Source: an optimization exercise on an open RTL-to-GDS flow (aim: small area). Production flows keep margins and buffers that such runs may drop. At most, simulation tests tie the RTL to the original design; equivalence was not proved. Power is estimated from default activity; no workload was simulated. No driver is modelled on the clock port, so clocking that relies on it looks cheaper here than on a real chip.

==> flow/design.v <==
module ld19_frame_core (
    input  wire         clk,
    input  wire         rst,         
    input  wire         in_valid,
    input  wire         in_eos,
    input  wire [7:0]   in_data,
    output wire         in_ready,
    input  wire         resume,      
    output reg          ev_valid,
    output wire [2:0]   ev_kind,
    output wire [604:0] ev_payload
);
    function [7:0] crc_step(input [7:0] acc, input [7:0] b);
        reg [7:0] c;
        integer j;
        begin
            c = acc ^ b;
            for (j = 0; j < 8; j = j + 1)
                c = c[7] ? ((c << 1) ^ 8'h4D) : (c << 1);
            crc_step = c;
        end
    endfunction
    reg [1:0] ph4;         
    reg [1:0] ph3;         
    reg       mode;        
    reg [5:0] bcnt;        
    reg [1:0] n3;          
    reg       ended;
    reg       fpend;       
    reg       rok;         
    reg       inv_pend;    
    reg       nk_v;        
    reg       nk2, nk0;    
    reg [7:0] crc;
    wire p0  = (ph4 == 2'd0) && (ph3 == 2'd0);
    wire p5  = (ph4 == 2'd1) && (ph3 == 2'd2);
    wire p11 = (ph4 == 2'd3) && (ph3 == 2'd2);
    wire match = (ph4 == bcnt[1:0]) && (ph3 == n3);
    assign in_ready = !ended && !inv_pend && (mode ? match : (!fpend && p0));
    wire take      = in_valid && in_ready && !rst;
    wire take_byte = take && mode && !in_eos;
    wire keep      = mode | fpend;
    assign ev_kind = {~ph4[1] & nk2, ph4[1], ph4[0] | (~ph4[1] & nk0)};
    reg [95:0]  ra, rb, rc;    
    reg [47:0]  rd;            
    reg [31:0]  re;            
    reg [227:0] rg;            
    wire ld_a = (take && !mode) || (take_byte && bcnt <= 6'd12) || (inv_pend && p0);
    wire ld_b = take_byte && bcnt >= 6'd13 && bcnt <= 6'd24;
    wire ld_c = take_byte && bcnt >= 6'd25 && bcnt <= 6'd36;
    wire ld_d = take_byte && bcnt >= 6'd37 && bcnt <= 6'd42;
    wire ld_e = take_byte && bcnt >= 6'd43 && bcnt <= 6'd46;
    wire [7:0] da = inv_pend ? {2'b00, bcnt} : (in_eos ? 8'd0 : in_data);
    wire [7:0] dx_a = da & {8{ld_a}};
    wire [7:0] dx   = in_data & {8{mode}};
    wire [15:0] t_start = {ra[8*11 +: 8], ra[8*0 +: 8]};
    wire [15:0] t_end   = {re[8*1 +: 8], rd[8*4 +: 8]};
    genvar gi;
    wire [15:0] nst = ~t_start;
    wire [16:0] dc;
    wire [15:0] ds;
    assign dc[0] = 1'b1;
    generate
        for (gi = 0; gi < 16; gi = gi + 1) begin : g_diff
            ld19_fa u (.a(t_end[gi]), .b(nst[gi]), .c(dc[gi]), .s(ds[gi]), .co(dc[gi+1]));
        end
    endgenerate
    wire [16:0] diff = {~dc[16], ds};
    wire [17:0] b3;                   
    wire [16:0] b3c;
    assign b3[0]  = t_start[0];
    assign b3c[1] = 1'b0;
    generate
        for (gi = 1; gi < 16; gi = gi + 1) begin : g_b3
            ld19_fa u (.a(t_start[gi]), .b(t_start[gi-1]), .c(b3c[gi]), .s(b3[gi]), .co(b3c[gi+1]));
        end
    endgenerate
    assign b3[16] = t_start[15] ^ b3c[16];
    assign b3[17] = t_start[15] & b3c[16];
    wire [19:0] base;
    wire [19:0] bc;
    assign base[2:0] = b3[2:0];
    assign bc[3] = 1'b0;
    generate
        for (gi = 3; gi < 19; gi = gi + 1) begin : g_b11
            ld19_fa u (.a(b3[gi]), .b(t_start[gi-3]), .c(bc[gi]), .s(base[gi]), .co(bc[gi+1]));
        end
    endgenerate
    assign base[19] = bc[19];
    reg  [16:0] dreg;
    reg  [20:0] acc;
    wire        neg  = dreg[16];
    wire [17:0] k36  = 18'd36000 & {18{neg}};
    wire [17:0] dx18 = {dreg[16], dreg};
    wire [17:0] span;
    wire [18:0] sc;
    assign sc[0] = 1'b0;
    generate
        for (gi = 0; gi < 18; gi = gi + 1) begin : g_span
            ld19_fa u (.a(dx18[gi]), .b(k36[gi]), .c(sc[gi]), .s(span[gi]), .co(sc[gi+1]));
        end
    endgenerate
    wire [20:0] sp21 = {{3{span[17]}}, span};
    wire [20:0] asum;
    wire [21:0] ac;
    assign ac[0] = 1'b0;
    generate
        for (gi = 0; gi < 21; gi = gi + 1) begin : g_acc
            ld19_fa u (.a(acc[gi]), .b(sp21[gi]), .c(ac[gi]), .s(asum[gi]), .co(ac[gi+1]));
        end
    endgenerate
    wire [15:0] hi  = acc[20:5];
    wire        ge1 = acc >= 21'd396000;
    wire        ge2 = acc >= 21'd792000;
    wire [15:0] kn  = ~(ge2 ? 16'd24750 : ge1 ? 16'd12375 : 16'd0);
    wire [15:0] ahi;
    wire [16:0] rcy;
    assign rcy[0] = 1'b1;
    generate
        for (gi = 0; gi < 16; gi = gi + 1) begin : g_red
            ld19_fa u (.a(hi[gi]), .b(kn[gi]), .c(rcy[gi]), .s(ahi[gi]), .co(rcy[gi+1]));
        end
    endgenerate
    wire [18:0] ang = {ahi[13:0], acc[4:0]};
    always @(posedge clk) begin
        if (p5) begin
            dreg <= diff;
            acc  <= {1'b0, base};
        end else begin
            acc  <= asum;
        end
    end
    always @(posedge clk) begin
        ra <= {ra[87:0],  (ld_a | ~keep) ? dx_a : ra[95:88]};
        rb <= {rb[87:0],  (ld_b | ~keep) ? dx   : rb[95:88]};
        rc <= {rc[87:0],  (ld_c | ~keep) ? dx   : rc[95:88]};
        rd <= {rd[39:0],  (ld_d | ~keep) ? dx   : rd[47:40]};
        re <= {re[23:0],  (ld_e | ~keep) ? dx   : re[31:24]};
        rg <= {rg[208:0], ang & {19{keep}}};
    end
    always @(posedge clk) begin
        if (rst) begin
            ph4      <= 2'd0;
            ph3      <= 2'd0;
            mode     <= 1'b0;
            ended    <= 1'b0;
            fpend    <= 1'b0;
            inv_pend <= 1'b0;
            nk_v     <= 1'b0;
            ev_valid <= 1'b0;
        end else begin
            ph4 <= ph4 + 2'd1;
            ph3 <= (ph3 == 2'd2) ? 2'd0 : ph3 + 2'd1;
            ev_valid <= (p5 && fpend && rok) || (p11 && nk_v) ||
                        (p0 && ev_valid && nk2 && !nk0);
            if (p5) begin
                rok <= fpend;
                if (fpend && rok)
                    fpend <= 1'b0;
            end
            if (p11)
                nk_v <= 1'b0;
            if (inv_pend && p0) begin
                inv_pend <= 1'b0;
                nk_v     <= 1'b1;
                nk2      <= 1'b1;
                nk0      <= 1'b0;
            end
            if (take) begin
                if (!mode) begin
                    if (in_eos) begin
                        ended <= 1'b1;
                        nk_v  <= 1'b1;
                        nk2   <= 1'b1;
                        nk0   <= 1'b1;
                    end else if (in_data == 8'h54) begin
                        mode <= 1'b1;
                        bcnt <= 6'd1;
                        n3   <= 2'd1;
                        crc  <= 8'hEE;
                    end else begin
                        nk_v <= 1'b1;
                        nk2  <= 1'b0;
                        nk0  <= 1'b1;
                    end
                end else if (in_eos) begin
                    ended    <= 1'b1;
                    mode     <= 1'b0;
                    inv_pend <= 1'b1;
                end else begin
                    if (bcnt <= 6'd46)
                        crc <= crc_step(crc, in_data);
                    if (bcnt == 6'd48) begin
                        mode  <= 1'b0;
                        fpend <= 1'b1;
                    end else begin
                        bcnt <= bcnt + 6'd1;
                        n3   <= (n3 == 2'd2) ? 2'd0 : n3 + 2'd1;
                    end
                end
            end else if (resume) begin
                ended <= 1'b0;
            end
        end
    end
    function integer stg(input integer n, input integer len);
        integer t;
        begin
            t = (5 - n) % len;
            if (t < 0) t = t + len;
            stg = t;
        end
    endfunction
    wire [7:0] fb [1:46];
    genvar gn;
    generate
        for (gn = 1; gn <= 46; gn = gn + 1) begin : g_fb
            if (gn <= 12)      assign fb[gn] = ra[8*stg(gn, 12) +: 8];
            else if (gn <= 24) assign fb[gn] = rb[8*stg(gn, 12) +: 8];
            else if (gn <= 36) assign fb[gn] = rc[8*stg(gn, 12) +: 8];
            else if (gn <= 42) assign fb[gn] = rd[8*stg(gn, 6) +: 8];
            else               assign fb[gn] = re[8*stg(gn, 4) +: 8];
        end
    endgenerate
    wire k1 = ev_kind[1];
    genvar gk;
    generate
        for (gk = 0; gk < 12; gk = gk + 1) begin : g_pt
            assign ev_payload[43*gk +: 16]      = {fb[7 + 3*gk], fb[6 + 3*gk]};
            assign ev_payload[43*gk + 16 +: 8]  = fb[8 + 3*gk];
            assign ev_payload[43*gk + 24 +: 19] = rg[19*(11 - gk) +: 19];
        end
    endgenerate
    assign ev_payload[523:516] = {1'b0, k1, 1'b0, k1, 1'b0, k1, 2'b00};
    assign ev_payload[531:524] = fb[1];
    assign ev_payload[547:532] = {fb[3], fb[2]};
    assign ev_payload[563:548] = {fb[5], fb[4]};
    assign ev_payload[579:564] = {fb[43], fb[42]};
    assign ev_payload[595:580] = {fb[45], fb[44]};
    assign ev_payload[603:596] = fb[46];
    assign ev_payload[604]     = k1 && (crc == 8'd0);
endmodule
module ld19_fa (
    input  wire a,
    input  wire b,
    input  wire c,
    output wire s,
    output wire co
);
    assign s  = a ^ b ^ c;
    assign co = (a & b) | (c & (a ^ b));
endmodule
export LEC_CHECK = 0
export CAP_MARGIN = 20
export CORE_MARGIN = 2
export CORE_UTILIZATION = 60
export CTS_CLUSTER_DIAMETER = 80
export CTS_CLUSTER_SIZE = 30
export SLEW_MARGIN = 20
create_clock -name core_clock -period 12.0 [get_ports {clk}]
standard.sh (not shown) runs the stock make flow with config.mk's settings and CLKGATE_MAP_FILE= SYNTH_SCRIPT=/design/flow/synth_recipe.tcl, a recipe that flattens the netlist after the stock synthesis.
==> flow/flow/run.sh <==
#!/bin/bash
# Layout flow: the standard ORFS flow, with every input and output port
# buffered by the smallest buffer (buf_1) instead of the default port buffer,
# and clock tree synthesis without dummy loads.
# Each tool's full output stays in the ORFS logs under orfs/logs; make's own
# output goes to flow_make.log in this folder.
set -euo pipefail
export BUFFER_PORTS_ARGS="-buffer_cell sky130_fd_sc_hd__buf_1"
export CTS_ARGS="-sink_clustering_enable -repair_clock_nets -sink_clustering_size 30 -sink_clustering_max_diameter 80 -dont_use_dummy_load"
bash standard.sh > flow_make.log 2>&1
Next try:
--- a/flow/design.v
+++ b/flow/design.v
@@ -27,33 +27,33 @@
     reg [1:0] n3;          
     reg       ended;
     reg       fpend;       
     reg       rok;         
+    reg       fresh;       
     reg       inv_pend;    
     reg       nk_v;        
     reg       nk2, nk0;    
     reg [7:0] crc;
     wire p0  = (ph4 == 2'd0) && (ph3 == 2'd0);
     wire p5  = (ph4 == 2'd1) && (ph3 == 2'd2);
     wire p11 = (ph4 == 2'd3) && (ph3 == 2'd2);
     wire match = (ph4 == bcnt[1:0]) && (ph3 == n3);
-    assign in_ready = !ended && !inv_pend && (mode ? match : (!fpend && p0));
+    assign in_ready = !ended && !inv_pend && (mode ? match : (!fpend && !fresh && p0));
     wire take      = in_valid && in_ready && !rst;
     wire take_byte = take && mode && !in_eos;
     wire keep      = mode | fpend;
     assign ev_kind = {~ph4[1] & nk2, ph4[1], ph4[0] | (~ph4[1] & nk0)};
     reg [95:0]  ra, rb, rc;    
     reg [47:0]  rd;            
     reg [31:0]  re;            
     reg [227:0] rg;            
-    wire ld_a = (take && !mode) || (take_byte && bcnt <= 6'd12) || (inv_pend && p0);
+    wire is_hdr = !in_eos && in_data == 8'h54;
+    wire ld_a = (take && !mode && !is_hdr) || (take_byte && bcnt <= 6'd12) || (inv_pend && p0);
     wire ld_b = take_byte && bcnt >= 6'd13 && bcnt <= 6'd24;
     wire ld_c = take_byte && bcnt >= 6'd25 && bcnt <= 6'd36;
     wire ld_d = take_byte && bcnt >= 6'd37 && bcnt <= 6'd42;
     wire ld_e = take_byte && bcnt >= 6'd43 && bcnt <= 6'd46;
     wire [7:0] da = inv_pend ? {2'b00, bcnt} : (in_eos ? 8'd0 : in_data);
-    wire [7:0] dx_a = da & {8{ld_a}};
-    wire [7:0] dx   = in_data & {8{mode}};
     wire [15:0] t_start = {ra[8*11 +: 8], ra[8*0 +: 8]};
     wire [15:0] t_end   = {re[8*1 +: 8], rd[8*4 +: 8]};
     genvar gi;
     wire [15:0] nst = ~t_start;
@@ -78,13 +78,14 @@
     assign b3[16] = t_start[15] ^ b3c[16];
     assign b3[17] = t_start[15] & b3c[16];
     wire [19:0] base;
     wire [19:0] bc;
+    wire [18:0] b3x = {1'b0, b3};
     assign base[2:0] = b3[2:0];
     assign bc[3] = 1'b0;
     generate
         for (gi = 3; gi < 19; gi = gi + 1) begin : g_b11
-            ld19_fa u (.a(b3[gi]), .b(t_start[gi-3]), .c(bc[gi]), .s(base[gi]), .co(bc[gi+1]));
+            ld19_fa u (.a(b3x[gi]), .b(t_start[gi-3]), .c(bc[gi]), .s(base[gi]), .co(bc[gi+1]));
         end
     endgenerate
     assign base[19] = bc[19];
     reg  [16:0] dreg;
@@ -130,19 +131,20 @@
             acc  <= asum;
         end
     end
     always @(posedge clk) begin
-        ra <= {ra[87:0],  (ld_a | ~keep) ? dx_a : ra[95:88]};
-        rb <= {rb[87:0],  (ld_b | ~keep) ? dx   : rb[95:88]};
-        rc <= {rc[87:0],  (ld_c | ~keep) ? dx   : rc[95:88]};
-        rd <= {rd[39:0],  (ld_d | ~keep) ? dx   : rd[47:40]};
-        re <= {re[23:0],  (ld_e | ~keep) ? dx   : re[31:24]};
+        ra <= {ra[87:0],  ({8{ld_a}} & da)      | ({8{keep}} & ra[95:88])};
+        rb <= {rb[87:0],  ({8{ld_b}} & in_data) | ({8{keep}} & rb[95:88])};
+        rc <= {rc[87:0],  ({8{ld_c}} & in_data) | ({8{keep}} & rc[95:88])};
+        rd <= {rd[39:0],  ({8{ld_d}} & in_data) | ({8{keep}} & rd[47:40])};
+        re <= {re[23:0],  ({8{ld_e}} & in_data) | ({8{keep}} & re[31:24])};
         rg <= {rg[208:0], ang & {19{keep}}};
     end
     always @(posedge clk) begin
         if (rst) begin
             ph4      <= 2'd0;
             ph3      <= 2'd0;
+            fresh    <= 1'b1;
             mode     <= 1'b0;
             ended    <= 1'b0;
             fpend    <= 1'b0;
             inv_pend <= 1'b0;
@@ -154,13 +156,17 @@
             ev_valid <= (p5 && fpend && rok) || (p11 && nk_v) ||
                         (p0 && ev_valid && nk2 && !nk0);
             if (p5) begin
                 rok <= fpend;
-                if (fpend && rok)
+                if (fpend && rok) begin
                     fpend <= 1'b0;
+                    fresh <= 1'b1;
+                end
             end
             if (p11)
                 nk_v <= 1'b0;
+            if (p0)
+                fresh <= 1'b0;
             if (inv_pend && p0) begin
                 inv_pend <= 1'b0;
                 nk_v     <= 1'b1;
                 nk2      <= 1'b1;
@@ -172,9 +178,9 @@
                         ended <= 1'b1;
                         nk_v  <= 1'b1;
                         nk2   <= 1'b1;
                         nk0   <= 1'b1;
-                    end else if (in_data == 8'h54) begin
+                    end else if (is_hdr) begin
                         mode <= 1'b1;
                         bcnt <= 6'd1;
                         n3   <= 2'd1;
                         crc  <= 8'hEE;
=>
- cell area went down by about 0.6%
- synthesized cell count went down by 3.6%
- worst hold slack is worse by 0.014 ns
- first-iteration DRC count went up by about 20%
- clock-buffer cell count went up by 1
- cell count went down by 1.9%
- power went down by 0.43%
- sequential cell count went up by 1
- non-clock buffer count went down by 1
- core utilization stays flat
- clock power stays flat
- routed wire length went up by 4.7%
- worst setup slack is worse by 0.19 ns
Function not checked in the first run of this note: the RTL went through the layout flow alone.

==> separate check: timing with driven ports <==
The results above use ideal ports. As a check the final layouts listed here were re-extracted and re-timed, cells and wires unchanged. Step 1: set_driving_cell puts a clkbuf_16 on clk and a buf_2 on each other input, an assumption about the parent block. Step 2 times the ports against the registers' clock, not the clock port: input delays grow and output delays shrink by t, the midpoint of the rising clock arrivals with the driver on. a / b / c = ideal ports / drivers / drivers and shift; a / b = the first two.
run | t, ns | slack for setup (ns) | hold WS [ns] | worst setup path at the end | clock arrival spread, ns
the first run | 0.604 | 4.571 / 4.571 / 4.571 | 0.314 / 0.314 / 0.314 | register to register | 0.043 / 0.042
the second run | 0.605 | 4.382 / 4.382 / 4.382 | 0.300 / 0.300 / 0.300 | register to register | 0.064 / 0.064
After both steps every run listed still meets setup and hold.
